From an optimization exercise on the open Yosys and OpenROAD flow, aimed at small area; shortcuts taken in it are not production practice. Where RTL was checked, it was by simulation tests only, not by an equivalence proof against the original. Only the layout flow was run in run 4; the RTL was not checked for function there. Power is estimated from default activity; no workload was simulated.

`design/flow/flow/run.sh`:
```
#!/bin/bash
# Standard ORFS layout through the standard.sh, with these changes:
# - synthesis is the standard flow's own script (synth_recipe.tcl, same passes, flattening
#   and names) with abc's combinational mapping run from flow/area.abc (an
#   area-oriented script) instead of ORFS's abc script; registers are mapped
#   before abc and are unchanged;
# - the port buffers are buf_1 cells;
set -euo pipefail
here=$(pwd)
{ head -n 1 synth_recipe.tcl; cat flow/abc_map.tcl; tail -n +2 synth_recipe.tcl; } > my_synth.tcl
export MY_ABC_SCRIPT="$here/flow/area.abc"
export BUFFER_PORTS_ARGS="-buffer_cell sky130_fd_sc_hd__buf_1"
export CTS_ARGS="-sink_clustering_enable -repair_clock_nets -dont_use_dummy_load -buf_list sky130_fd_sc_hd__clkbuf_8 -sink_clustering_size 22 -sink_clustering_max_diameter 40"
bash standard.sh SYNTH_SCRIPT="$here/my_synth.tcl" ADDER_MAP_FILE= finish > standard_flow.log 2>&1
```
`design/flow/flow/abc_map.tcl`:
```
# Run abc's combinational mapping with the script in $MY_ABC_SCRIPT (when set)
# instead of the ORFS script: same liberty, dont_use cells, constraints and
# delay target. abc -dff calls pass through unchanged.
proc abc {args} {
  if {[lsearch -exact $args -dff] >= 0 || ![info exists ::env(MY_ABC_SCRIPT)]} {
    yosys abc {*}$args
    return
  }
  set out {}
  set skip 0
  foreach a $args {
    if {$skip} { set skip 0; continue }
    if {$a eq "-script"} { set skip 1; continue }
    lappend out $a
  }
  if {$::env(MY_ABC_SCRIPT) ne ""} { lappend out -script $::env(MY_ABC_SCRIPT) }
  puts "abc_map.tcl: abc $out"
  yosys abc {*}$out
}
```
`design/flow/flow/area.abc`:
```
strash
&get -n
&fraig -x
&put
scorr
dc2
strash
&get -n
&dch -f
&nf -R 1000
&put
strash
dch -f
&get -n
&nf -R 1000
&put
strash
dch -f
&get -n
&nf -R 1000
&put
```
`design/flow/standard.sh`:
```
#!/bin/bash
# synth_recipe.tcl (not shown) runs the flow's synth.tcl, then flattens the netlist and writes it again
# the make line also repeats each setting of config.mk as NAME=value (left out here)
make -C /OpenROAD-flow-scripts/flow DESIGN_CONFIG=/design/flow/config.mk WORK_HOME=/design/flow/orfs CLKGATE_MAP_FILE= SYNTH_SCRIPT=/design/flow/synth_recipe.tcl "${@:-finish}"
```
`design/flow/config.mk`:
```
export PLATFORM = sky130hd
export DESIGN_NAME = vcpu_core
export DESIGN_NICKNAME = vcpu_core
export VERILOG_FILES = /design/flow/design.v
export SDC_FILE = /design/flow/constraint.sdc
export NUM_CORES = 4
export LEC_CHECK = 0
export ABC_CLOCK_PERIOD_IN_PS = 12000
export CAP_MARGIN = 5
export CORE_MARGIN = 2
export CORE_UTILIZATION = 65
export SLEW_MARGIN = 5
```
`design/flow/constraint.sdc`:
```
create_clock -name core_clock -period 12.0 [get_ports {clk}]
set_input_delay 2.4000 -clock core_clock [delete_from_list [all_inputs] [get_ports {clk}]]
set_output_delay 2.4000 -clock core_clock [all_outputs]
set_load 0.01 [all_outputs]
```
`design/flow/design.v`:
```
module vcpu_core (
    input  wire        clk,
    input  wire        rst,
    input  wire [31:0] prog_len,
    input  wire        terminate,
    output wire        imem_req,
    output wire [31:0] imem_addr,
    input  wire        imem_ack,
    input  wire [31:0] imem_rdata,
    output wire        dmem_req,
    output wire        dmem_we,
    output wire [1:0]  dmem_size,
    output wire [31:0] dmem_addr,
    output wire [31:0] dmem_wdata,
    input  wire        dmem_ack,
    input  wire        dmem_err,
    input  wire [31:0] dmem_rdata,
    output reg         retire_valid,
    output wire [31:0] retire_pc,
    output wire [4:0]  retire_rd,
    output wire [31:0] retire_wdata,
    output reg         stopped,
    output wire [3:0]  exit_code,
    output wire [31:0] pc
);
    localparam [2:0] S_INIT   = 3'd0,    
                     S_FETCH  = 3'd1,
                     S_WAIT   = 3'd2,    
                     S_PRE    = 3'd3,
                     S_STEP   = 3'd4,
                     S_MEM    = 3'd5,
                     S_COMMIT = 3'd6,
                     S_STOP   = 3'd7;
    reg [2:0]  state;
    reg [4:0]  cnt;
    reg        flag;     
    reg [31:0] ir;
    reg [31:0] P;        
    reg [31:0] MA;       
    reg [31:0] MD;       
    reg [31:0] ACC;      
    reg [3:0]  xc;       
    reg        sa, sb;   
    reg        cond;     
    reg        fbad;     
    reg        fwrap;    
    reg        mis;      
    reg        c1, e1, c2, c3, e3, c4, nA, nB, cr;
    reg        rs;       
    wire st_init   = (state == S_INIT);
    wire st_fetch  = (state == S_FETCH);
    wire st_wait   = (state == S_WAIT);
    wire st_pre    = (state == S_PRE);
    wire st_step   = (state == S_STEP);
    wire st_mem    = (state == S_MEM);
    wire st_commit = (state == S_COMMIT);
    wire c0   = (cnt == 5'd0);
    wire last = (cnt == 5'd31);
    wire [5:0]  op    = ir[31:26];
    wire [4:0]  f_rd  = ir[25:21];
    wire [4:0]  f_rs  = ir[20:16];
    wire [4:0]  f_rs2 = ir[15:11];
    wire [10:0] fn    = ir[10:0];
    wire [4:0]  f5    = fn[4:0];
    wire rform  = (op == 6'h00);
    wire fz     = rform && (fn[10:5] == 6'd0);
    wire c_radd = fz && (f5[4:1] == 4'd0);
    wire c_sub  = fz && (f5 == 5'h01);
    wire c_mul  = fz && (f5 == 5'h02);
    wire c_div  = fz && (f5[4:2] == 3'd1);
    wire c_rlog = fz && (f5[4:2] == 3'd2);
    wire c_rslt = fz && (f5[4:1] == 4'd6);
    wire c_rsh  = fz && (f5[4:2] == 3'd4) && (f5[1:0] != 2'd3);
    wire c_jalr = fz && (f5 == 5'h18);
    wire c_addi = (op == 6'h01);
    wire c_islt = (op[5:1] == 5'b00001);
    wire c_ilog = (op == 6'h04) || (op == 6'h05) || (op == 6'h06);
    wire c_lui  = (op == 6'h07);
    wire c_ish  = (op == 6'h08) || (op == 6'h09) || (op == 6'h0A);
    wire c_load = (op == 6'h10) || (op == 6'h11) || (op == 6'h12) ||
                  (op == 6'h14) || (op == 6'h15);
    wire c_store= (op == 6'h18) || (op == 6'h19) || (op == 6'h1A);
    wire c_br   = (op[5:3] == 3'b100) && (op[2:1] != 2'b11);
    wire c_j    = (op[5:1] == 5'b11000);
    wire c_jal  = (op == 6'h31);
    wire c_halt = (op == 6'h3F);
    wire c_add  = c_radd || c_addi;
    wire c_log  = c_rlog || c_ilog;
    wire c_slt  = c_rslt || c_islt;
    wire c_sh   = c_rsh  || c_ish;
    wire valid  = c_add || c_log || c_slt || c_sh || c_lui || c_mul || c_div ||
                  c_jalr || c_load || c_store || c_br || c_j || c_halt;
    wire wr     = c_add || c_log || c_slt || c_sh || c_lui || c_mul || c_div ||
                  c_load || c_jal || c_jalr;
    wire [1:0] sel2 = rform ? fn[1:0] : op[1:0];
    wire       sgn  = ~fn[0];            
    wire       stopc = (xc != 4'd0);
    wire       wr_ok = wr && (!stopc || c_jal || c_jalr);
    wire [4:0] waddr = c_jal ? 5'd31 : f_rd;
    wire        wbit;
    wire        rf_we = st_commit && wr_ok;
    wire        wdat  = wbit && !st_init;
    wire [31:0] q0;
    assign q0[0] = 1'b0;
    wire [3:0] wlo = {4{st_init}} | ({4{rf_we}} & (4'b0001 << waddr[1:0]));
    wire [7:0] whi = {8{st_init}} | (8'b00000001 << waddr[4:2]);
    genvar g;
    generate
        for (g = 1; g < 32; g = g + 1) begin : R
            reg [31:0] q;
            wire we = wlo[g % 4] & whi[g / 4];
            always @(posedge clk)
                q <= {we ? wdat : q[0], q[31:1]};
            assign q0[g] = q[0];
        end
    endgenerate
    wire [4:0] rb_addr = rform ? f_rs2 : f_rd;
    wire ra = q0[f_rs];
    wire rb = q0[rb_addr];
    wire [3:0] clo = cnt[3:0];
    wire       m16 = ir[clo];
    wire [9:0] ir10 = ir[25:16];
    wire       m10 = ir10[clo];
    wire       ubit = ~cnt[4] ? m16 :
                      c_j     ? ((clo <= 4'd9) ? m10 : ir[25]) :
                                (ir[15] & ~c_ilog);
    reg        ud1, ud2;
    always @(posedge clk) begin
        ud1 <= ubit;
        ud2 <= ud1;
    end
    wire       immbit = c_lui ? (cnt[4] & m16) :
                        (c_br || c_j) ? ((cnt[4:1] != 4'd0) & ud2) : ubit;
    wire opb = rform ? rb : immbit;
    wire x1   = c_br ? rb : ra;
    wire y1   = c_br ? ra : opb;
    wire inv1 = c_br || c_slt || c_sub;
    wire y1i  = y1 ^ inv1;
    wire c1e  = c0 ? inv1 : c1;
    wire sum1 = x1 ^ y1i ^ c1e;
    wire c1n  = (x1 & y1i) | (x1 & c1e) | (y1i & c1e);
    wire e1n  = (c0 | e1) & ~(x1 ^ y1);
    wire ltu  = ~c1n;
    wire lts  = (x1 ^ y1) ? x1 : ltu;
    wire slt_signed = rform ? ~fn[0] : ~op[0];
    wire condv = c_slt ? (slt_signed ? lts : ltu) :
                 (((op[2:1] == 2'd0) ? e1n : (op[2:1] == 2'd1) ? lts : ltu) ^ op[0]);
    wire b2    = (c_br && (st_pre || cond)) ? immbit : (cnt == 5'd2);
    wire c2e   = ~c0 & c2;
    wire pcsum = P[0] ^ b2 ^ c2e;
    wire c2n   = (P[0] & b2) | (P[0] & c2e) | (b2 & c2e);
    wire npc = st_init ? 1'b0 :
               stopc   ? P[0] :
               c_j     ? immbit :
               c_jalr  ? ra :
               (c_br && cond) ? pcsum :
               fwrap   ? 1'b0 : pcsum;
    wire c4e = (cnt == 5'd2) | ((cnt > 5'd2) & c4);
    wire n4  = npc ^ c4e;
    wire c4n = npc & c4e;
    wire tgt = c_j ? immbit : c_jalr ? ra : pcsum;
    wire x3  = st_pre ? tgt : n4;
    wire lb  = prog_len[cnt];
    wire c3e = c0 | c3;
    wire c3n = (x3 & ~lb) | (x3 & c3e) | (~lb & c3e);
    wire e3n = (c0 | e3) & ~(x3 ^ lb);
    wire nf_bad  = c4n | (c3n & ~e3n);
    wire nf_wrap = c4n | c3n;
    wire cre    = ~c0 & cr;
    wire cry    = rs & MA[0];
    wire rembit = ACC[0] ^ cry ^ cre;
    wire crn    = (ACC[0] & cry) | (ACC[0] & cre) | (cry & cre);
    wire xa    = st_commit ? (fn[1] ? rembit : MD[0]) : ra;
    wire nega  = sgn & (st_commit ? (fn[1] ? sa : (sa ^ sb)) : sa);
    wire nAe   = ~c0 & nA;
    wire outA  = xa ^ (nega & nAe);
    wire nBe   = ~c0 & nB;
    wire outB  = rb ^ (sgn & sb & nBe);
    wire dz    = ~(nBe | rb);
    wire [4:0] sam   = rform ? f_rs2 : ir[4:0];
    wire       sll   = (sel2 == 2'd0);
    wire       uselo = sll || (sam == 5'd0);
    wire [4:0] sk    = uselo ? ~sam : (sam - 5'd1);
    wire       sinv  = sel2[1] & sa;
    wire       shres = (uselo ? ACC[0] : MD[0]) ^ sinv;
    wire lres = (sel2 == 2'd0) ? (ra & opb) :
                (sel2 == 2'd1) ? (ra | opb) :
                (sel2 == 2'd2) ? (ra ^ opb) : ~(ra | opb);
    assign wbit = c_add  ? sum1 :
                  c_log  ? lres :
                  c_slt  ? (c0 & cond) :
                  c_lui  ? immbit :
                  c_sh   ? shres :
                  c_mul  ? ACC[0] :
                  c_div  ? outA :
                  c_load ? ldbit : pcsum;
    wire [31:0] xs  = {ACC[30:0], c_div & MD[31]};
    wire        bb  = c_sh ? (cnt == sk) : MD[31];
    wire        dsub = c_div & ~rs;
    wire [31:0] ys  = c_div ? (MA ^ {32{dsub}}) : (bb ? MA : 32'd0);
    wire [32:0] ss  = {1'b0, xs} + {1'b0, ys} + {32'd0, dsub};
    wire        rsn = ACC[31] ^ dsub ^ ss[32];
    wire ld_in  = op[1] || (op[0] ? ~cnt[4] : (cnt[4:3] == 2'd0));
    wire ldbit  = ld_in ? MD[0] : (~op[2] & sa);
    wire ld_sg  = (cnt == {1'b0, op[0], 3'b111});
    wire jge   = c3n;
    wire jmp   = c_j || c_jalr || (c_br && condv);
    wire [3:0] xc_pre = c_halt ? 4'd1 :
                        !valid ? 4'd7 :
                        (c_div && dz) ? 4'd3 :
                        (c_jalr && mis) ? 4'd5 :
                        (jmp && jge) ? 4'd6 : 4'd0;
    assign imem_req     = (st_fetch && !fbad) || (st_init && !flag);
    assign imem_addr    = P;
    assign dmem_req     = st_mem;
    assign dmem_we      = c_store;
    assign dmem_size    = {op[1], op[0] & ~op[1]};
    assign dmem_addr    = MA;
    assign dmem_wdata   = MD;
    assign retire_pc    = MA;
    assign retire_wdata = MD;
    assign retire_rd    = wr_ok ? waddr : 5'd0;
    assign exit_code    = xc;
    assign pc           = P;
    always @(posedge clk) begin
        c1 <= c1n;  e1 <= e1n;
        c2 <= c2n;
        c3 <= c3n;  e3 <= e3n;
        c4 <= c4n;
        nA <= nAe | xa;
        cr <= crn;
        if (st_step)
            ACC <= ss[31:0];
        else
            ACC <= {~st_pre & ACC[0], ACC[31:1]};
        nB <= nBe | rb;
    end
    always @(posedge clk) begin
        if (rst) begin
            state        <= S_INIT;
            cnt          <= 5'd0;
            flag         <= 1'b0;
            P            <= 32'd0;
            stopped      <= 1'b0;
            retire_valid <= 1'b0;
        end else begin
            cnt          <= cnt + 5'd1;
            retire_valid <= 1'b0;
            if (st_pre)
                P <= {P[0], P[31:1]};
            else if (st_commit)
                P <= {npc, P[31:1]};
            if (st_commit)
                MA <= {P[0], MA[31:1]};
            else if (st_pre)
                MA <= {c_mul ? ra : c_sh ? (ra ^ sinv) : c_div ? outB : sum1, MA[31:1]};
            if (st_commit)
                MD <= {wbit, MD[31:1]};
            else if (st_pre)
                MD <= {c_div ? outA : rb, MD[31:1]};
            else if (st_step)
                MD <= {MD[30:0], c_div ? ~rsn : ACC[31]};
            else if (st_mem && dmem_ack && !dmem_err && c_load)
                MD <= dmem_rdata;
            if (st_pre)
                rs <= 1'b0;
            else if (st_step)
                rs <= rsn;
            if (st_commit && c_load && ld_sg)
                sa <= MD[0];
            if (st_pre && c0)
                mis <= ra;
            else if (st_pre && cnt == 5'd1)
                mis <= mis | ra;
            case (state)
            S_INIT: begin
                if (imem_req && imem_ack) begin
                    ir   <= imem_rdata;
                    flag <= 1'b1;
                end
                if (last) begin
                    fbad  <= nf_bad;
                    fwrap <= nf_wrap;
                    sa    <= 1'b0;
                    sb    <= 1'b0;
                    if (terminate) begin
                        xc      <= 4'd2;
                        stopped <= 1'b1;
                        state   <= S_STOP;
                    end else if (nf_bad) begin
                        xc      <= 4'd8;
                        stopped <= 1'b1;
                        state   <= S_STOP;
                    end else if (flag || imem_ack) begin
                        state   <= S_PRE;
                    end else begin
                        state   <= S_FETCH;
                    end
                end
            end
            S_FETCH: begin
                if (terminate) begin
                    xc      <= 4'd2;
                    stopped <= 1'b1;
                    state   <= S_STOP;
                end else if (fbad) begin
                    xc      <= 4'd8;
                    stopped <= 1'b1;
                    state   <= S_STOP;
                end else if (imem_ack) begin
                    ir    <= imem_rdata;
                    flag  <= 1'b0;
                    state <= S_WAIT;
                end
            end
            S_WAIT: begin
                if (last) begin
                    if (!flag) begin
                        sa <= ra;
                        sb <= rb;
                    end
                    state <= flag ? S_COMMIT : S_PRE;
                end
            end
            S_PRE: begin
                if (last) begin
                    xc   <= xc_pre;
                    cond <= condv;
                    if (c_rsh)
                        ir[15:11] <= MD[5:1];
                    if (c_mul || c_sh || (c_div && !dz))
                        state <= S_STEP;
                    else if (c_load || c_store)
                        state <= S_MEM;
                    else
                        state <= S_COMMIT;
                end
            end
            S_STEP: begin
                if (last)
                    state <= S_COMMIT;
            end
            S_MEM: begin
                if (dmem_ack) begin
                    if (dmem_err)
                        xc <= 4'd4;
                    flag  <= 1'b1;
                    state <= S_WAIT;
                end
            end
            S_COMMIT: begin
                if (last) begin
                    retire_valid <= 1'b1;
                    fbad  <= nf_bad;
                    fwrap <= nf_wrap;
                    if (stopc) begin
                        stopped <= 1'b1;
                        state   <= S_STOP;
                    end else begin
                        state   <= S_FETCH;
                    end
                end
            end
            default: ;
            endcase
        end
    end
endmodule
```
==> impl_metrics.csv, run 1 <==
group,metric,value,unit
die,ios,310,
synth,ys.warnings.count,1,
worst_setup_path,cp-end-kind,"register",
sta,finalSetupViolCount,0,
clock_tree,clockRootBuffer,"clkbuf_8",
sta,fin_crit,10930,ps
placement,place_congestion,0.866,
synth,synthMostInstantiatedCell,"dfxtp_1",
sta,finClkSkew,116,ps
global_route,grt_pass1_wl,94000,um
die,rows,80,
worst_setup_path,critPathSlowestCell,"edfxtp_1",
synth,synth_cells,2291,
power,intPower,6.41,mW
synth,ys_top_cells_by_area,"dfxtp_1, edfxtp_1, buf_4, nand2_1, o21ai_0",
layout,syn2layout_area_growth,8.93,%
sta,maxSlewHeadroom,15.4,%
drt,dr_total_vias,17300,
worst_setup_path,start_kind,"register",
global_route,grt_remaining_overflow,0,
sta,max_freq,91.5,MHz
worst_setup_path,r2r-end,"MD[0]",
synth,avgSynthCellArea,13.7,sq um
layout,finalCoreUtilization,71.7,%
sta,tightest_slew,1270,ps
power,p_sw_share,27.5,%
worst_setup_path,crit_type,"register to register",
placement,post-place-cells,3145,
worst_setup_path,critPathLaunch,"ir[30]",
synth,synth_top_area_cell,"dfxtp_1",
synth,ys_seq_area_share,78.9,%
drt,drt_pre_antenna_iters,8,
clock_tree,postCtsSetupBuffers,0,
drt,ant_nets,0,
sta,maxSlewViolCount,0,
die,core,0.0477,sq mm
worst_setup_path,r2r_cells,53,
synth,synth_common_cells,"dfxtp_1, nand2_1, nor2_1, o21ai_0, edfxtp_1",
drt,drc,0,
clock_tree,insertion_delay,730,ps
worst_setup_path,cpMostUsedCell,"a21oi_1",
die,dieArea,0.0501,sq mm
drt,wl_per_cell,19.0,um
synth,synthDominantCellAreaShare,68.6,%
clock_tree,htree_levels,3,
die,die_width,224,um
worst_setup_path,timing.rr.start,"ir[30]",
flow_run,cap_violations,0,
synth,synth_fp_nets,2393,
synth,synthArstFlopShare,0,%
layout,drive_gt1_share,5.44,%
die,start_util,65.9,%
power,power_frac_seq,64.0,%
clock_tree,clock_path_buffers,3,
worst_setup_path,cp_data_required_time,12330,ps
power,power_frac_clock,20.8,%
synth,yosysUniqueCellTypes,57,
synth,ys_ff_latch,1185,
global_route,grt_usage,24.6,%
layout,instances_no_fill,3246,
layout,nets,2732,
global_route,grt_pass1_vias,16900,
power,p_leak,13.1,nW
drt,viasPerCell,5.32,
worst_setup_path,crit_path_max_incr_delay,490,ps
worst_setup_path,rrSetupSlack,1070,ps
die,die-height,224,um
power,ir_drop,191,uV
power,p_switching,2.43,mW
clock_tree,cts_buffers,98,
sta,rsz0062_at_grt,"no",
drt,drtIter0Drc,1351,
synth,synth-main-ff-cell,"dfxtp_1",
hold_path,worstHoldPathType,"register to register",
power,pwr-share-comb,15.1,%
synth,synth_edf_count,107,
sta,fin_crit_sh,91.0,%
sta,setup_tns,0,ps
synth,syn_area,0.0314,sq mm
sta,setup_ws,1070,ps
placement,port_buffers,309,
drt,routed_wl,61700,um
clock_tree,ctsHoldBuffers,0,
worst_setup_path,crit_fanout,32,
placement,dp.final_hpwl,41300,um
worst_setup_path,cp_data_arrival_time,11260,ps
power,power,8.85,mW
outcome,status,"timing/DRC/antenna clean",
clock_tree,tritoncts,"done",
sta,hold_viol,0,
worst_setup_path,crit_end,"MD[0]",
global_route,grt_max_degree,79,
clock_tree,path_clk_slew,120,ps
clock_tree,cts.sinks,1185,
power,powerDensity,258,mW/mm^2
global_route,antenna_found_initial,4,
placement,dp_slack,1210,ps
[per-layer routing]
| layer | routed length, um | global-route usage (%) | up-vias |
|---|---|---|---|
| met4 | 1800 | 8.34 | 6 |
| met1 | 27800 | 34.9 | 8197 |
| met2 | 28300 | 38.1 | 585 |
| li1 | - | - | 8349 |
| met5 | 34 | 0 | - |
| met3 | 3830 | 5.12 | 136 |
[worst max-delay path, delay by kind of cell, from the launching register on]
family / cells / cell delay, ps
AOI/OAI and AO/OA: 26 / 4610
xor gates and xnor gates: 3 / 600
adders and majority gates: 3 / 920
buffers and inverters: 2 / 410
DFF: 1 / 490
and+or+nand+nor: 19 / 3540
[registers in the layout, summed over array words and instances (netlist names), 3 cells and up]
name   flops
MD        32
MA        32
state      3
ACC       32
ir        32
P         32
cnt        5
xc         4
R.q      992
[timing repair]
item	in CTS	in global routing
hold endpoints to repair	0	0
setup endpoints to repair	0	1
gates resized for setup	0	1
[cell families after synthesis]
logic type      synth area share [%]
fa+ha+maj                      0.191
buf+inv                         2.61
flops                           78.9
simple gates                    6.49
xor+xnor                        1.63
mux                             2.30
compound gates                  7.92
[cells in the final DEF, fill, tap and decap left out, types with 27 or more instances in the layout]
master    count
buf_1       309
nand2_1     188
mux2_1       27
o21ai_0     140
edfxtp_1    107
a21oi_1      88
a22o_1       32
clkbuf_8     98
dfxtp_1    1078
buf_4        27
a22oi_1      42
nor2_1      150
xor2_1       31
[area by class of cell]
class                   instances  area (sq um)
well taps                     615           769
inverters                      25          93.8
multi-input cells             984          5870
flip-flops and latches       1185         24800
fillers                      3103         13500
clock buffers                  98          1350
diodes                          3          7.51
repair buffers                336          1360
[stage by stage]
stage / cell area, sq um / hold slack (ps)
5_1_grt: 34200 / 244
6_report: 34300 / 255
2_1_floorplan: 31400 / 310
3_3_place_gp: 32900 / 310
3_5_place_dp: 32900 / 312
4_1_cts: 34200 / 255
[worst min-delay path by stage]
stage                            from           to  cells past startpoint
after global routing      R[22].q[16]  R[22].q[15]                      0
final                      R[24].q[5]   R[24].q[4]                      0
after CTS                  R[24].q[5]   R[24].q[4]                      0
after global placement     R[5].q[23]   R[5].q[22]                      0
after detailed placement  R[12].q[31]  R[12].q[30]                      0
after floorplan            R[10].q[1]   R[10].q[0]                      0
[power by group through the flow]
stage	logic [mW]	clock network, mW	registers [mW]
floorplan	0.942	0	5.54
global placement	1.29	0	5.68
detailed placement	1.32	0	5.74
CTS	1.33	1.89	5.69
global route	1.48	2.02	5.78
finish	1.34	1.84	5.66
==> run 2, diff against run 1 <==
==> design/flow/flow/run.sh (replaced) <==
#!/bin/bash
# Standard ORFS layout through the standard.sh, with these changes:
# - synthesis is the standard flow's own script (synth_recipe.tcl: same passes, flattening
#   and names), except that abc's combinational mapping runs the script in
#   flow/area.abc (an area-oriented script; see flow/abc_map.tcl) instead of
#   ORFS's, and ORFS's full-adder extraction is skipped (ADDER_MAP_FILE empty)
#   so abc maps the adders too; registers are mapped before abc and are the
#   standard synthesis's;
# - the port buffers are buf_1 cells;
set -euo pipefail
here=$(pwd)
{ head -n 1 synth_recipe.tcl; cat flow/abc_map.tcl; tail -n +2 synth_recipe.tcl; } > my_synth.tcl
export MY_ABC_SCRIPT="$here/flow/area.abc"
export BUFFER_PORTS_ARGS="-buffer_cell sky130_fd_sc_hd__buf_1"
export CTS_ARGS="-sink_clustering_enable -repair_clock_nets -dont_use_dummy_load -buf_list sky130_fd_sc_hd__clkbuf_8 -sink_clustering_size 19 -sink_clustering_max_diameter 60"
bash standard.sh SYNTH_SCRIPT="$here/my_synth.tcl" ADDER_MAP_FILE= finish > standard_flow.log 2>&1
==> design/flow/flow/area.abc (replaced) <==
strash
&get -n
&fraig -x
&put
scorr
dc2
strash
&get -n
&dch -f
&nf -R 1000
&put
strash
dch
&get -n
&nf -R 1000
&put
strash
dch
&get -n
&nf -R 1000
&put
==> run 2 against run 1 <==
Still clean. Synthesized cell count hardly changed. Routed wire length is 2.7% higher. Synthesized area hardly changed. Via count is 0.94% higher. Flip-flop and latch count stayed put. Fmax is 2.5% higher. Register-to-register slack better by 270 ps. Sequential share of layout area is 0.69 points higher. Cell count is 0.89% lower. Worst setup slack better by 270 ps. Critical endpoint unchanged. Highest routed layer is now met4.
==> impl_metrics.csv, run 2 <==
group,metric,value,unit
hold_path,whs_endpoint,"R[22].q[15]",
clock_tree,cts.sinks,1185,
power,p_leak,13.0,nW
synth,synth_fp_nets,2392,
synth,synthMostInstantiatedCell,"dfxtp_1",
layout,final_cell_area,0.0339,sq mm
sta,setup_tns,0,ps
outcome,status,"timing/DRC/antenna clean",
synth,ys_ff_latch,1185,
drt,drt_pre_antenna_iters,6,
clock_tree,clockRootBuffer,"clkbuf_8",
die,ios,310,
power,p_sw_share,28.1,%
synth,synth_common_cells,"dfxtp_1, nor2_1, nand2_1, edfxtp_1, a21oi_1",
global_route,grt_remaining_overflow,0,
clock_tree,postCtsSetupBuffers,0,
power,ir_drop,190,uV
drt,viasPerCell,5.42,
hold_path,worstHoldPathType,"register to register",
worst_setup_path,timing.rr.start,"ir[31]",
synth,syn_area,0.0315,sq mm
clock_tree,insertion_delay,680,ps
sta,tightest_slew,1230,ps
sta,maxSlewHeadroom,17.7,%
power,power,8.85,mW
global_route,grt_pass1_vias,17200,
layout,syn2layout_area_growth,7.84,%
sta,maxSlewViolCount,0,
layout,drive_gt1_share,4.50,%
worst_setup_path,r2r-end,"MD[0]",
worst_setup_path,cp-end-kind,"register",
drt,routed_wl,63300,um
sta,finClkSkew,77.6,ps
synth,ys.warnings.count,1,
worst_setup_path,r2r_cells,52,
global_route,antenna_found_initial,3,
layout,most-common-layout-cells,"dfxtp_1, buf_1, nor2_1",
clock_tree,tritoncts,"done",
worst_setup_path,start_kind,"register",
clock_tree,clock_path_buffers,3,
synth,avgSynthCellArea,13.7,sq um
power,pwr-share-comb,16.5,%
drt,ant_nets,0,
global_route,grt_usage,25.4,%
die,core,0.0477,sq mm
die,rows,80,
die,dieArea,0.0502,sq mm
worst_setup_path,cp_data_required_time,12390,ps
drt,wl_per_cell,19.7,um
power,power_frac_seq,64.7,%
synth,synthDominantCellAreaShare,68.6,%
synth,yosysUniqueCellTypes,58,
synth,ys_seq_area_share,78.8,%
hold_path,holdPathStages,0,
layout,largest_reg_flops,992,
sta,finalSetupViolCount,0,
placement,dp_slack,1570,ps
worst_setup_path,rrSetupSlack,1340,ps
placement,port_buffers,309,
layout,max_flop_register,"R.q",
clock_tree,htree_levels,3,
drt,dr_total_vias,17400,
global_route,grt_pass1_wl,97400,um
drt,drtIter0Drc,1073,
placement,place_congestion,0.845,
clock_tree,ctsHoldBuffers,0,
worst_setup_path,crit_path_max_incr_delay,490,ps
sta,fin_crit,10660,ps
synth,synth-main-ff-cell,"dfxtp_1",
clock_tree,path_clk_slew,100,ps
worst_setup_path,crit_type,"register to register",
placement,dp.final_hpwl,43500,um
synth,ys_top_cells_by_area,"dfxtp_1, edfxtp_1, nor2_1, buf_4, a21oi_1",
clock_tree,ctsResizeCount,0,
flow_run,cap_violations,0,
hold_path,min_from,"R[22].q[16]",
clock_tree,cts_buffers,77,
worst_setup_path,critPathSlowestCell,"edfxtp_1",
synth,synth_top_area_cell,"dfxtp_1",
layout,final_common_cell,"dfxtp_1",
worst_setup_path,cp_data_arrival_time,11050,ps
sta,fin_crit_sh,88.8,%
sta,hold_viol,0,
synth,synth_cells,2290,
drt,drc,0,
die,die_width,224,um
sta,max_freq,93.8,MHz
power,p_switching,2.49,mW
synth,synthArstFlopShare,0,%
placement,dpl_cell_area,0.0329,sq mm
sta,rsz0062_at_grt,"no",
global_route,grt_max_degree,65,
synth,synth_edf_count,107,
die,start_util,65.9,%
sta,setup_ws,1340,ps
power,powerDensity,261,mW/mm^2
worst_setup_path,crit_fanout,31,
die,die-height,224,um
power,intPower,6.36,mW
power,power_frac_clock,18.8,%
layout,nets,2704,
run 2: layout make-up:
cell class	instances	area, sq um
fillers	3027	13800
repair buffers	330	1320
flip-flops and latches	1185	24800
well taps	615	769
diodes	2	5.00
multi-input cells	983	5890
inverters	25	93.8
clock buffers	77	1060
run 2: critical path: cells and delay by family, from the launching register on:
| kind | cells | cell delay (ps) |
|---|---|---|
| AOI/OAI and AO/OA | 26 | 4900 |
| buffers and inverters | 4 | 710 |
| xor gates and xnor gates | 1 | 110 |
| and+or+nand+nor | 18 | 2970 |
| DFF | 1 | 490 |
| adders and majority gates | 3 | 1220 |
run 2: through the flow:
step	cells	utilization [%]	hold slack, ps
CTS	3215	71.0	281
finish	3217	71.1	273
detailed placement	3138	68.8	312
global placement	3138	68.8	310
floorplan	2290	-	310
global route	3217	71.1	279
run 2: cell families after synthesis:
| kind of cell | after synthesis | share of synthesized area, % |
|---|---|---|
| muxes | 50 | 2.20 |
| adders and majority gates | 4 | 0.127 |
| DFF | 1185 | 78.8 |
| xor gates and xnor gates | 55 | 1.53 |
| AOI/OAI and AO/OA | 348 | 7.40 |
| buffers and inverters | 122 | 2.61 |
| and+or+nand+nor | 526 | 7.33 |
run 2: power by group through the flow:
stage / sequential, mW / clock [mW] / combinational [mW]
after floorplan: 5.59 / 0 / 1.04
after global placement: 5.74 / 0 / 1.40
after detailed placement: 5.79 / 0 / 1.43
after CTS: 5.74 / 1.70 / 1.44
after global routing: 5.84 / 1.83 / 1.60
final: 5.72 / 1.67 / 1.46
run 2: worst max path at each step:
stage	startpoint	to	slack, ps	cells past startpoint
after floorplan	ir[30]	MD[0]	2390	50
after global placement	ir[31]	MD[0]	1900	52
after detailed placement	ir[30]	MD[0]	1570	52
after CTS	ir[31]	MD[0]	1480	52
after global routing	ir[31]	MD[0]	210	52
final	ir[31]	MD[0]	1340	52
run 2: routing by layer:
layer	GRT usage, %	vias up	routed length [um]
met2	41.0	623	29600
met5	0	-	0
met1	34.8	8353	28200
met4	10.7	0	2140
li1	-	8312	-
met3	3.76	147	3420
==> run 3, diff against run 2 <==
==> design/flow/flow/area.abc (replaced) <==
strash
&get -n
&fraig -x
&put
scorr
dc2
strash
&get -n
&dch -f
&nf -R 1000
&put
strash
dch -f
&get -n
&nf -R 1000
&put
strash
dch -f
&get -n
&nf -R 1000
&put
==> run 3 against run 2 <==
Fmax shrank 2.5%. Worst setup slack got worse by 270 ps. Flip-flop and latch count is the same. Clock skew is 9.2 ps higher. Routed wire length fell by 3.2%. Utilization barely moved. Via count fell by 1.0%. Largest power group unchanged. Highest routed layer is now met5.
==> impl_metrics.csv, run 3 <==
group,metric,value,unit
outcome,status,"timing/DRC/antenna clean",
drt,drc,0,
global_route,grt_max_degree,79,
hold_path,worstHoldPathType,"register to register",
clock_tree,htree_levels,3,
drt,ant_nets,0,
drt,drtIter0Drc,1309,
clock_tree,path_clk_slew,110,ps
drt,drt_pre_antenna_iters,6,
sta,hold_viol,0,
synth,synthDominantCellAreaShare,68.6,%
placement,port_buffers,309,
sta,finClkSkew,86.8,ps
layout,syn2layout_area_growth,7.97,%
global_route,antenna_found_initial,6,
worst_setup_path,start_kind,"register",
sta,maxSlewHeadroom,16.8,%
clock_tree,clockRootBuffer,"clkbuf_8",
placement,dp.final_hpwl,41300,um
placement,place_congestion,0.866,
worst_setup_path,cp-end-kind,"register",
die,die_width,224,um
clock_tree,cts.sinks,1185,
synth,synth-main-ff-cell,"dfxtp_1",
placement,dp_slack,1210,ps
global_route,grt_usage,24.4,%
layout,num-fill-cells,3147,
layout,instances_no_fill,3228,
clock_tree,cts_buffers,75,
clock_tree,postCtsSetupBuffers,0,
die,dieArea,0.0501,sq mm
power,ir_drop,209,uV
layout,drive_gt1_share,4.61,%
worst_setup_path,r2r_cells,53,
die,core,0.0477,sq mm
worst_setup_path,r2r-end,"MD[0]",
clock_tree,clock_path_buffers,3,
synth,ys_seq_area_share,78.9,%
sta,rsz0062_at_grt,"no",
power,powerDensity,255,mW/mm^2
die,rows,80,
die,start_util,65.9,%
worst_setup_path,crit_type,"register to register",
worst_setup_path,cp_data_required_time,12400,ps
sta,fin_crit,10930,ps
global_route,grt_remaining_overflow,0,
global_route,grt_pass1_wl,93300,um
synth,syn_area,0.0314,sq mm
drt,wl_per_cell,19.0,um
synth,ys_top_cells_by_area,"dfxtp_1, edfxtp_1, buf_4, nand2_1, o21ai_0",
synth,synth_common_cells,"dfxtp_1, nand2_1, nor2_1, o21ai_0, edfxtp_1",
worst_setup_path,rrSetupSlack,1070,ps
layout,max_flop_register,"R.q",
layout,final_common_cell,"dfxtp_1",
layout,nets,2709,
die,die-height,224,um
placement,post-place-cells,3145,
worst_setup_path,cp_data_arrival_time,11330,ps
synth,synth_cells,2291,
worst_setup_path,crit_fanout,32,
synth,synth_top_area_cell,"dfxtp_1",
synth,avgSynthCellArea,13.7,sq um
synth,synthArstFlopShare,0,%
synth,synth_edf_count,107,
worst_setup_path,cpMostUsedCell,"a21oi_1",
clock_tree,ctsHoldBuffers,0,
die,ios,310,
worst_setup_path,crit_path_max_incr_delay,490,ps
sta,maxSlewViolCount,0,
synth,yosysUniqueCellTypes,57,
synth,ys.warnings.count,1,
synth,synthMostInstantiatedCell,"dfxtp_1",
sta,max_freq,91.5,MHz
sta,setup_tns,0,ps
drt,dr_total_vias,17300,
global_route,grt_pass1_vias,16800,
clock_tree,insertion_delay,700,ps
worst_setup_path,crit_end,"MD[0]",
worst_setup_path,critPathSlowestCell,"edfxtp_1",
sta,finalSetupViolCount,0,
drt,viasPerCell,5.35,
sta,fin_crit_sh,91.1,%
worst_setup_path,critPathLaunch,"ir[30]",
layout,most-common-layout-cells,"dfxtp_1, buf_1, nand2_1",
flow_run,cap_violations,0,
drt,routed_wl,61300,um
layout,largest_reg_flops,992,
sta,setup_ws,1070,ps
synth,ys_ff_latch,1185,
sta,tightest_slew,1250,ps
synth,synth_fp_nets,2393,
power,p_leak,12.9,nW
worst_setup_path,timing.rr.start,"ir[30]",
clock_tree,tritoncts,"done",
-- run 3: routing by layer --
metal	wire, um	up-vias	GRT usage (%)
li1	-	8316	-
met1	28000	8235	34.8
met2	28100	577	37.7
met3	3610	121	5.08
met4	1610	6	7.68
met5	34	-	0
-- run 3: logic make-up (layout without fill, tap and decap cells) --
family	count (synthesis)	after routing	synth area share [%]
fa+ha+maj	6	6	0.191
simple gates	463	463	6.49
flops	1185	1185	78.9
compound gates	403	403	7.92
other cells	0	8	0
xor+xnor	57	57	1.63
mux	55	55	2.30
buf+inv	122	436	2.61
-- run 3: what timing repair did --
action	CTS	global route
setup endpoints to repair	0	1
endpoints found under the hold margin	0	0
resized for setup	0	1
-- run 3: worst max-delay path: cells and delay by family (launching register included) --
family / cells / cell delay [ps]
adder cells (fa/ha/maj): 3 / 940
flip-flops: 1 / 490
AND/OR/NAND/NOR: 19 / 3590
XOR/XNOR: 3 / 600
AO/OA/AOI/OAI: 26 / 4640
buffers and inverters: 2 / 420
-- run 3: cell type report --
cell class,count,area [sq um],share of cell area [%]
Tap cell,615,769,2.27
Sequential cell,1185,24800,73.0
Clock buffer,75,1030,3.04
Multi-Input combinational cell,984,5870,17.3
Inverter,25,93.8,0.276
Antenna cell,8,20.0,0.0590
Timing Repair Buffer,336,1360,4.01
-- run 3: worst min path at each step --
stage | to | from | slack (ps) | cells past startpoint
2_1_floorplan | R[10].q[0] | R[10].q[1] | 310 | 0
3_3_place_gp | R[5].q[22] | R[5].q[23] | 310 | 0
3_5_place_dp | R[12].q[30] | R[12].q[31] | 310 | 0
4_1_cts | R[29].q[21] | R[29].q[22] | 280 | 0
5_1_grt | R[20].q[6] | R[20].q[7] | 290 | 0
6_report | R[20].q[6] | R[20].q[7] | 290 | 0
-- run 3: where the power goes --
part	leakage (nW)	total [mW]	internal, mW	switching (mW)
sequential	9.76	5.66	5.19	0.464
combinational	2.65	1.34	0.488	0.856
clock	0.539	1.64	0.566	1.08
total	12.9	8.65	6.25	2.40
-- run 3: through the flow --
stage | hold slack [ps] | instance area [sq um] | power [mW] | util [%]
after global routing | 291 | 33900 | 9.06 | 71.1
after global placement | 310 | 32900 | 6.97 | 68.9
after floorplan | 310 | 31400 | 6.48 | -
after CTS | 285 | 33900 | 8.70 | 71.1
after detailed placement | 312 | 32900 | 7.06 | 68.9
final | 291 | 33900 | 8.65 | 71.1
==> run 4, diff against run 3 <==
--- a/design/flow/design.v
+++ b/design/flow/design.v
@@ -194,10 +194,13 @@
                   c_mul  ? ACC[0] :
                   c_div  ? outA :
                   c_load ? ldbit : pcsum;
-    wire [31:0] xs  = {ACC[30:0], c_div & MD[31]};
+    reg         sdv;
+    always @(posedge clk)
+        sdv <= c_div;
+    wire [31:0] xs  = {ACC[30:0], sdv & MD[31]};
     wire        bb  = c_sh ? (cnt == sk) : MD[31];
-    wire        dsub = c_div & ~rs;
-    wire [31:0] ys  = c_div ? (MA ^ {32{dsub}}) : (bb ? MA : 32'd0);
+    wire        dsub = sdv & ~rs;
+    wire [31:0] ys  = sdv ? (MA ^ {32{dsub}}) : (bb ? MA : 32'd0);
     wire [32:0] ss  = {1'b0, xs} + {1'b0, ys} + {32'd0, dsub};
     wire        rsn = ACC[31] ^ dsub ^ ss[32];
     wire ld_in  = op[1] || (op[0] ? ~cnt[4] : (cnt[4:3] == 2'd0));
@@ -259,7 +262,7 @@
             else if (st_pre)
                 MD <= {c_div ? outA : rb, MD[31:1]};
             else if (st_step)
-                MD <= {MD[30:0], c_div ? ~rsn : ACC[31]};
+                MD <= {MD[30:0], sdv ? ~rsn : ACC[31]};
             else if (st_mem && dmem_ack && !dmem_err && c_load)
                 MD <= dmem_rdata;
             if (st_pre)
==> design/flow/flow/area.abc (replaced) <==
strash
&get -n
&fraig -x
&put
scorr
dc2
strash
&get -n
&dc2
&dch -f
&nf -R 1000
&put
strash
&get -n
&dc2
&dch -f
&nf -R 1000
&put
strash
&get -n
&dch -f
&nf -R 1000
&put
==> run 4 against run 3 <==
Clock skew up 18 ps. Clock-buffer cell count grew 2. First-iteration DRC count shrank 1.1%. Synthesized area is 0.30% lower. Die area fell by 0.29%. Cell count decreased by 0.50%. Synthesized cell count fell by 1.0%. Largest cell class unchanged. Still clean. Clock power hardly changed.
==> impl_metrics.csv, run 4 <==
group,metric,value,unit
outcome,status,"timing/DRC/antenna clean",
clock_tree,insertion_delay,690,ps
worst_setup_path,r2r_cells,51,
power,ir_drop,213,uV
sta,setup_tns,0,ps
worst_setup_path,cpMostUsedCell,"o21ai_0",
flow_run,cap_violations,0,
sta,fin_crit_sh,93.3,%
drt,drtIter0Drc,1295,
layout,finalCoreUtilization,71.2,%
placement,port_buffers,309,
sta,hold_viol,0,
synth,synth_cells,2268,
worst_setup_path,cp-end-kind,"register",
drt,wl_per_cell,19.2,um
placement,post-place-cells,3121,
clock_tree,clockRootBuffer,"clkbuf_8",
synth,synth_common_cells,"dfxtp_1, nor2_1, nand2_1, a21oi_1, edfxtp_1",
worst_setup_path,crit_fanout,7,
worst_setup_path,crit_end,"MD[0]",
clock_tree,cts.sinks,1186,
synth,ys_top_cells_by_area,"dfxtp_1, edfxtp_1, buf_4, nor2_1, a21oi_1",
layout,instances_no_fill,3212,
drt,drt_pre_antenna_iters,7,
layout,most-common-layout-cells,"dfxtp_1, buf_1, nor2_1",
sta,hold-worst-slack,241,ps
clock_tree,clock_path_buffers,3,
synth,ys_seq_area_share,79.2,%
sta,finalSetupViolCount,0,
worst_setup_path,crit_type,"register to register",
die,dieArea,0.0500,sq mm
synth,ys_ff_latch,1186,
synth,synthMostInstantiatedCell,"dfxtp_1",
layout,syn2layout_area_growth,8.23,%
synth,syn_area,0.0313,sq mm
clock_tree,path_clk_slew,110,ps
sta,maxSlewViolCount,0,
die,rows,80,
worst_setup_path,start_kind,"register",
worst_setup_path,critPathSlowestCell,"edfxtp_1",
drt,dr_total_vias,17300,
synth,synthDominantCellAreaShare,68.9,%
drt,ant_nets,0,
drt,viasPerCell,5.38,
layout,drive_gt1_share,4.94,%
power,powerDensity,246,mW/mm^2
global_route,grt_max_degree,65,
worst_setup_path,crit_path_max_incr_delay,540,ps
global_route,antenna_found_initial,8,
drt,routed_wl,61600,um
placement,dp.final_hpwl,42800,um
layout,num-fill-cells,3118,
die,die_width,224,um
global_route,grt_remaining_overflow,0,
power,p_leak,13.1,nW
global_route,grt_pass1_wl,93600,um
global_route,grt_pass1_vias,16600,
synth,avgSynthCellArea,13.8,sq um
die,ios,310,
layout,largest_reg_flops,992,
die,start_util,65.8,%
die,die-height,224,um
synth,synth_edf_count,107,
sta,tightest_slew,1330,ps
layout,max_flop_register,"R.q",
worst_setup_path,cp_data_required_time,12340,ps
sta,maxSlewHeadroom,10.8,%
layout,nets,2694,
synth,synth_top_area_cell,"dfxtp_1",
sta,max_freq,89.4,MHz
synth,synth-main-ff-cell,"dfxtp_1",
synth,ys.warnings.count,1,
global_route,grt_usage,24.5,%
placement,place_congestion,0.893,
worst_setup_path,cp_data_arrival_time,11530,ps
worst_setup_path,timing.rr.start,"ir[29]",
drt,drc,0,
clock_tree,ctsHoldBuffers,0,
worst_setup_path,r2r-end,"MD[0]",
clock_tree,cts_buffers,77,
layout,multi_input_area,0.00580,sq mm
die,core,0.0476,sq mm
clock_tree,htree_levels,3,
synth,synthArstFlopShare,0,%
power,power,8.35,mW
worst_setup_path,rrSetupSlack,810,ps
hold_path,worstHoldPathType,"register to register",
synth,synth_fp_nets,2370,
layout,regArea,0.0248,sq mm
synth,yosysUniqueCellTypes,52,
layout,final_common_cell,"dfxtp_1",
clock_tree,tritoncts,"done",
sta,fin_crit,11190,ps
sta,finClkSkew,104,ps
worst_setup_path,critPathLaunch,"ir[29]",
run 4: cell types whose count changed after synthesis, sizes merged, moves of 25 or more:
cell	before	now
and3	4	33
a21oi	90	119
nand2	189	121
o21ai	140	87
a22oi	42	15
nor2	152	189
or3	3	28
run 4: cell type report:
cell class | instances | area share [%]
Multi-Input combinational cell | 970 | 17.1
Timing Repair Buffer | 342 | 4.15
Inverter | 15 | 0.166
Sequential cell | 1186 | 73.1
Clock buffer | 77 | 3.12
Tap cell | 615 | 2.27
Antenna cell | 7 | 0.0516
run 4: worst max-delay path: cells and delay by family (launching register included):
family          cells  cell delay [ps]
flops               1              540
compound gates     29             5940
fa+ha+maj           4             1440
simple gates       16             2630
xor+xnor            2              370
run 4: how the worst min path moves through the flow:
stage	endpoint	start	slack [ps]	cells after the start
global placement	R[19].q[26]	R[19].q[27]	310	0
finish	ud2	ud1	240	0
global route	ud2	ud1	240	0
CTS	ud2	ud1	240	0
floorplan	R[10].q[0]	R[10].q[1]	310	0
detailed placement	R[14].q[23]	R[14].q[24]	310	0
run 4: power by group:
| group | switching, mW | internal, mW | total [mW] |
|---|---|---|---|
| registers | 0.385 | 5.02 | 5.40 |
| logic | 0.805 | 0.490 | 1.30 |
| clock network | 1.07 | 0.580 | 1.65 |
run 4: timing repair:
item / CTS / global route
buffers inserted: 0 / 7
resized for setup: 0 / 7
setup endpoints to repair: 0 / 4
run 4: logic make-up (layout without fill, tap and decap cells):
kind of cell	count (synthesis)	after routing	share of synthesized area (%)
buf+inv	112	434	2.50
simple gates	480	480	6.98
mux	55	55	2.24
fa+ha+maj	6	6	0.192
flops	1186	1186	79.2
xor+xnor	54	54	1.51
other cells	0	7	0
compound gates	375	375	7.42
run 4: per-layer routing:
| layer | part of all wire (%) | up-vias | track usage, % | routed length, um |
|---|---|---|---|---|
| met4 | 3.0 | 8 | 9.01 | 1870 |
| met3 | 6.6 | 136 | 5.13 | 4070 |
| met2 | 45 | 655 | 37.8 | 27700 |
| met1 | 45 | 8202 | 34.6 | 27900 |
| met5 | 0.081 | - | 0 | 50 |
| li1 | - | 8293 | - | - |
run 4: through the flow:
step | area, sq um | worst slack, ps
5_1_grt | 33900 | -27.3
3_5_place_dp | 32800 | 359
4_1_cts | 33800 | 249
2_1_floorplan | 31300 | 1360
3_3_place_gp | 32800 | 806
6_report | 33900 | 809

-- port drivers added, routing unchanged --
The flow's constraints put no driver on any port. The routed layouts listed below were extracted and timed again, unchanged, in two steps. Step 1 assumes that a clkbuf_16 drives the clock port and a buf_2 every other input. Step 2 adds t to the input delays and takes it off the output delays; t is the mean of the earliest and latest rising clock arrival at the registers after step 1. Input paths then give back, and output paths get back, about the clock's delay inside the block. a / b / c = ideal ports / drivers / drivers and shift; a / b = the first two.
| run | shift t [ns] | slack for setup (ns) | worst setup path after step 2 | clock arrival spread, ns | slew at the worst register clock pin (ns) |
|---|---|---|---|---|---|
| run 1 | 0.728 | 1.074 / 1.074 / 1.074 | register to register | 0.116 / 0.116 | 0.12 / 0.12 |
| run 2 | 0.701 | 1.342 / 1.342 / 1.342 | register to register | 0.083 / 0.083 | 0.12 / 0.12 |
| run 3 | 0.712 | 1.073 / 1.073 / 1.073 | register to register | 0.087 / 0.087 | 0.12 / 0.12 |
| run 4 | 0.696 | 0.809 / 0.809 / 0.809 | register to register | 0.106 / 0.106 | 0.11 / 0.11 |
After both steps setup and hold are still met in every run listed.
